What follows belongs to an exercise in optimizing a design on an open flow for small area; a production flow would make more cautious choices.
Only simulation tests tie the RTL to the original design; equivalence was not proved.
The flow treats the clock pin as an ideal source. Dropping or thinning the clock tree relies on that and would not hold on a real chip.
Power figures rest on the tool's default switching activity, not on a simulated workload.

==> flow/design.v (excerpt) <==
module rc5_decoder (
    input  wire        clk,
    input  wire        rst,           
    input  wire        req_valid,
    input  wire [35:0] req,
    input  wire [31:0] LOW_BOUND,
    input  wire [31:0] HIGH_BOUND,
    output wire [16:0] rsp,
    output wire        available,
    output wire        evt_en,
    output wire        tick_clr
);
==> flow/config.mk <==
export PLATFORM = sky130hd
export DESIGN_NAME = rc5_decoder
export DESIGN_NICKNAME = rc5_decoder
export VERILOG_FILES = /design/flow/design.v
export SDC_FILE = /design/flow/constraint.sdc
export NUM_CORES = 4
export LEC_CHECK = 0
export CAP_MARGIN = 20
export CORE_MARGIN = 2
export CORE_UTILIZATION = 40
export SETUP_SLACK_MARGIN = -0.4
export SLEW_MARGIN = 20
export SYNTH_HIERARCHICAL = 1
export SYNTH_MINIMUM_KEEP_SIZE = 0
==> flow/constraint.sdc <==
create_clock -name core_clock -period 8.0 [get_ports {clk}]
set_input_delay 1.6000 -clock core_clock [delete_from_list [all_inputs] [get_ports {clk}]]
set_output_delay 1.6000 -clock core_clock [all_outputs]
set_load 0.01 [all_outputs]
standard.sh (not shown) runs the stock make flow with config.mk's settings and CLKGATE_MAP_FILE= SYNTH_SCRIPT=/design/flow/synth_recipe.tcl, a recipe that flattens the netlist after the stock synthesis.
==> flow/flow/run.sh <==
#!/bin/bash
# The standard layout (standard.sh, standard synthesis script), with:
#  * DONT_USE_CELLS: the platform's list plus the larger drive strengths of
#    the logic cells (flow/dont_use.txt), so that synthesis maps the
#    single-gate modules of the RTL to the smallest cells;
#  * port buffers of the smallest buffer cell (buf_1) instead of the cell
#    buffer_ports picks by default;
#  * a clock tree of clkbuf_4 cells, one sink cluster and no dummy loads.
# The whole output of the flow goes to standard_flow.log; ORFS keeps each
# step's log under orfs/logs/.
set -euo pipefail
here=$(cd "$(dirname "$0")" && pwd)
DONT_USE=$(cat "$here/dont_use.txt")
CTS="-sink_clustering_enable -repair_clock_nets -dont_use_dummy_load"
CTS="$CTS -buf_list sky130_fd_sc_hd__clkbuf_4 -root_buf sky130_fd_sc_hd__clkbuf_4"
CTS="$CTS -sink_clustering_buffer sky130_fd_sc_hd__clkbuf_4"
CTS="$CTS -sink_clustering_size 30 -sink_clustering_max_diameter 300"
bash standard.sh "DONT_USE_CELLS=$DONT_USE" \
    "BUFFER_PORTS_ARGS=-buffer_cell sky130_fd_sc_hd__buf_1" \
    "CTS_ARGS=$CTS" finish > standard_flow.log 2>&1
Other scripts of this flow, unchanged in this note and not shown: flow/flow/dont_use.txt
The first run produced a clean layout.
==> next run, changes <==
SETUP_SLACK_MARGIN = default   (was -0.4)
What happened:
- worst setup slack is better by 350 ps
- die area is unchanged
- power is higher slightly
- first-iteration DRC count is higher by a few percent
- final cell count barely changes
- core utilization is higher by 0.41 points
- non-clock buffer count is higher by 1


Another version of the RTL of rc5_decoder (not shown whole).
For scale: about 310 cells after synthesis, about 1800 sq um of cells after synthesis.
==> flow/config.mk <==
export PLATFORM = sky130hd
export DESIGN_NAME = rc5_decoder
export DESIGN_NICKNAME = rc5_decoder
export VERILOG_FILES = /design/flow/design.v
export SDC_FILE = /design/flow/constraint.sdc
export NUM_CORES = 4
export LEC_CHECK = 0
export CAP_MARGIN = 20
export CORE_MARGIN = 2
export CORE_UTILIZATION = 40
export SLEW_MARGIN = 20
export SYNTH_HIERARCHICAL = 1
export SYNTH_MINIMUM_KEEP_SIZE = 0
==> flow/constraint.sdc <==
create_clock -name core_clock -period 8.0 [get_ports {clk}]
set_input_delay 1.6000 -clock core_clock [delete_from_list [all_inputs] [get_ports {clk}]]
set_output_delay 1.6000 -clock core_clock [all_outputs]
set_load 0.01 [all_outputs]
==> flow/flow/run.sh <==
#!/bin/bash
# The standard layout (standard.sh, standard synthesis script), with:
#  * DONT_USE_CELLS: the platform's list plus the larger drive strengths of
#    the logic cells (flow/dont_use.txt), so that synthesis maps the
#    single-gate modules of the RTL to the smallest cells;
#  * port buffers of the smallest buffer cell (buf_1) instead of the cell
#    buffer_ports picks by default;
#  * a clock tree of clkbuf_4 cells, one sink cluster and no dummy loads,
#    which flow/post_cts.tcl (run at the end of the CTS step) collapses to
#    its root buffer, sized to clkbuf_8, driving all 16 registers.
# The whole output of the flow goes to standard_flow.log; ORFS keeps each
# step's log under orfs/logs/.
set -euo pipefail
here=$(cd "$(dirname "$0")" && pwd)
DONT_USE=$(cat "$here/dont_use.txt")
CTS="-sink_clustering_enable -repair_clock_nets -dont_use_dummy_load"
CTS="$CTS -buf_list sky130_fd_sc_hd__clkbuf_4 -root_buf sky130_fd_sc_hd__clkbuf_4"
CTS="$CTS -sink_clustering_buffer sky130_fd_sc_hd__clkbuf_4"
CTS="$CTS -sink_clustering_size 30 -sink_clustering_max_diameter 300"
bash standard.sh "DONT_USE_CELLS=$DONT_USE" \
    "BUFFER_PORTS_ARGS=-buffer_cell sky130_fd_sc_hd__buf_1" \
    "CTS_ARGS=$CTS" "POST_CTS_TCL=$here/post_cts.tcl" finish > standard_flow.log 2>&1
==> flow/flow/post_cts.tcl <==
# Run by the CTS step after clock_tree_synthesis (POST_CTS_TCL): collapse
# the two-level clock tree built for these 16 registers to its root
# buffer, sized up to clkbuf_8, which then drives every register.
set db    [ord::get_db]
set block [ord::get_db_block]
set clk_port_net [$block findNet clk]
set roots {}
foreach it [$clk_port_net getITerms] {
  lappend roots [$it getInst]
}
if { [llength $roots] == 1 } {
  set root [lindex $roots 0]
  set root_net [[$root findITerm X] getNet]
  set leaves {}
  foreach it [$root_net getITerms] {
    set inst [$it getInst]
    if { [$it isInputSignal] && [string match "*clkbuf*" [[$inst getMaster] getName]] } {
      lappend leaves $inst
    }
  }
  foreach inst $leaves {
    set leaf_net [[$inst findITerm X] getNet]
    set sinks {}
    foreach s [$leaf_net getITerms] {
      if { [$s isInputSignal] } { lappend sinks $s }
    }
    foreach s $sinks {
      $s disconnect
      $s connect $root_net
    }
    puts "post_cts: removed [$inst getName] ([[$inst getMaster] getName]), [llength $sinks] sinks moved to [$root_net getName]"
    odb::dbInst_destroy $inst
    odb::dbNet_destroy $leaf_net
  }
  $root swapMaster [$db findMaster sky130_fd_sc_hd__clkbuf_8]
  puts "post_cts: root [$root getName] is now [[$root getMaster] getName]"
  detailed_placement
  check_placement -verbose
  estimate_parasitics -placement
  report_clock_skew
  report_worst_slack -max
  report_worst_slack -min
} else {
  puts "post_cts: clock port drives [llength $roots] cells, left as it is"
}
Other scripts of this flow, unchanged in this note and not shown: flow/flow/dont_use.txt
The first run finished with timing, DRC and antenna clean.
Edit:
--- a/flow/flow/run.sh
+++ b/flow/flow/run.sh
@@ -7,5 +7,3 @@
 #    buffer_ports picks by default;
-#  * a clock tree of clkbuf_4 cells, one sink cluster and no dummy loads,
-#    which flow/post_cts.tcl (run at the end of the CTS step) collapses to
-#    its root buffer, sized to clkbuf_8, driving all 16 registers.
+#  * a clock tree of clkbuf_4 cells, one sink cluster and no dummy loads.
 # The whole output of the flow goes to standard_flow.log; ORFS keeps each
@@ -21,2 +19,2 @@
     "BUFFER_PORTS_ARGS=-buffer_cell sky130_fd_sc_hd__buf_1" \
-    "CTS_ARGS=$CTS" "POST_CTS_TCL=$here/post_cts.tcl" finish > standard_flow.log 2>&1
+    "CTS_ARGS=$CTS" finish > standard_flow.log 2>&1
CAP_MARGIN = 0   (was 20)
SETUP_SLACK_MARGIN = -0.3   (was not set)
SLEW_MARGIN = 0   (was 20)
removed: flow/flow/post_cts.tcl
=> Routed wire length is lower slightly. Global-route usage is lower by 0.81 points. Sequential share of layout area stays the same. Cell count is about the same. Core utilization stays the same.
Edit:
--- a/flow/flow/run.sh
+++ b/flow/flow/run.sh
@@ -7,3 +7,5 @@
 #    buffer_ports picks by default;
-#  * a clock tree of clkbuf_4 cells, one sink cluster and no dummy loads.
+#  * a clock tree of clkbuf_4 cells, one sink cluster and no dummy loads,
+#    which flow/post_cts.tcl (run at the end of the CTS step) collapses to
+#    its root buffer, sized to clkbuf_8, driving all 16 registers.
 # The whole output of the flow goes to standard_flow.log; ORFS keeps each
@@ -19,2 +21,2 @@
     "BUFFER_PORTS_ARGS=-buffer_cell sky130_fd_sc_hd__buf_1" \
-    "CTS_ARGS=$CTS" finish > standard_flow.log 2>&1
+    "CTS_ARGS=$CTS" "POST_CTS_TCL=$here/post_cts.tcl" finish > standard_flow.log 2>&1
==> flow/flow/post_cts.tcl (new file) <==
# Run by the CTS step after clock_tree_synthesis (POST_CTS_TCL): collapse
# the two-level clock tree built for these 16 registers to its root
# buffer, sized up to clkbuf_8, which then drives every register.
set db    [ord::get_db]
set block [ord::get_db_block]
set clk_port_net [$block findNet clk]
set roots {}
foreach it [$clk_port_net getITerms] {
  lappend roots [$it getInst]
}
if { [llength $roots] == 1 } {
  set root [lindex $roots 0]
  set root_net [[$root findITerm X] getNet]
  set leaves {}
  foreach it [$root_net getITerms] {
    set inst [$it getInst]
    if { [$it isInputSignal] && [string match "*clkbuf*" [[$inst getMaster] getName]] } {
      lappend leaves $inst
    }
  }
  foreach inst $leaves {
    set leaf_net [[$inst findITerm X] getNet]
    set sinks {}
    foreach s [$leaf_net getITerms] {
      if { [$s isInputSignal] } { lappend sinks $s }
    }
    foreach s $sinks {
      $s disconnect
      $s connect $root_net
    }
    puts "post_cts: removed [$inst getName] ([[$inst getMaster] getName]), [llength $sinks] sinks moved to [$root_net getName]"
    odb::dbInst_destroy $inst
    odb::dbNet_destroy $leaf_net
  }
  $root swapMaster [$db findMaster sky130_fd_sc_hd__clkbuf_8]
  puts "post_cts: root [$root getName] is now [[$root getMaster] getName]"
  detailed_placement
  check_placement -verbose
  estimate_parasitics -placement
  report_clock_skew
  report_worst_slack -max
  report_worst_slack -min
} else {
  puts "post_cts: clock port drives [llength $roots] cells, left as it is"
}
SETUP_SLACK_MARGIN = -1.0   (was -0.3)
The new run finished clean.
Design area shrinks slightly.
Worst hold slack gains 0.0062 ns.
Clock-buffer cell count is lower by 2.
Via count goes down slightly.
Flip-flop and latch count does not change.
Cell count went down slightly.

static timing again, ports no longer ideal:
The results above use ideal ports. As a check the final layouts listed here were re-extracted and re-timed, cells and wires unchanged.
Step 1: set_driving_cell puts a clkbuf_16 on clk and a buf_2 on each other input, an assumption about the parent block.
Step 2, shift: input delay + t, output delay - t, t = (earliest + latest rising clock arrival at the registers) / 2. This alone moves slack from input paths to output paths.
a / b / c = ideal ports / drivers / drivers and shift; a / b = the first two.
| run | t (ns) | slack for setup (ns) | hold slack, ns | pins driven straight from the clock port |
|---|---|---|---|---|
| the first run of note 1 | 0.288 | 0.339 / 0.324 / 0.036 | 0.510 / 0.510 / 0.510 | 1 |
| the second run of note 1 | 0.289 | 0.691 / 0.673 / 0.384 | 0.510 / 0.510 / 0.510 | 1 |
| the first run of note 2 | 0.168 | 0.662 / 0.650 / 0.483 | 0.510 / 0.510 / 0.510 | 1 |
| the second run of note 2 | 0.288 | 0.486 / 0.472 / 0.183 | 0.506 / 0.506 / 0.506 | 1 |
| the third run of note 2 | 0.168 | 0.335 / 0.323 / 0.155 | 0.512 / 0.512 / 0.512 | 1 |
After both steps setup and hold are still met in every run listed. For the second run of note 1, which loses most, drivers alone change the setup slack by -0.018 ns; drivers and shift together by -0.307 ns.
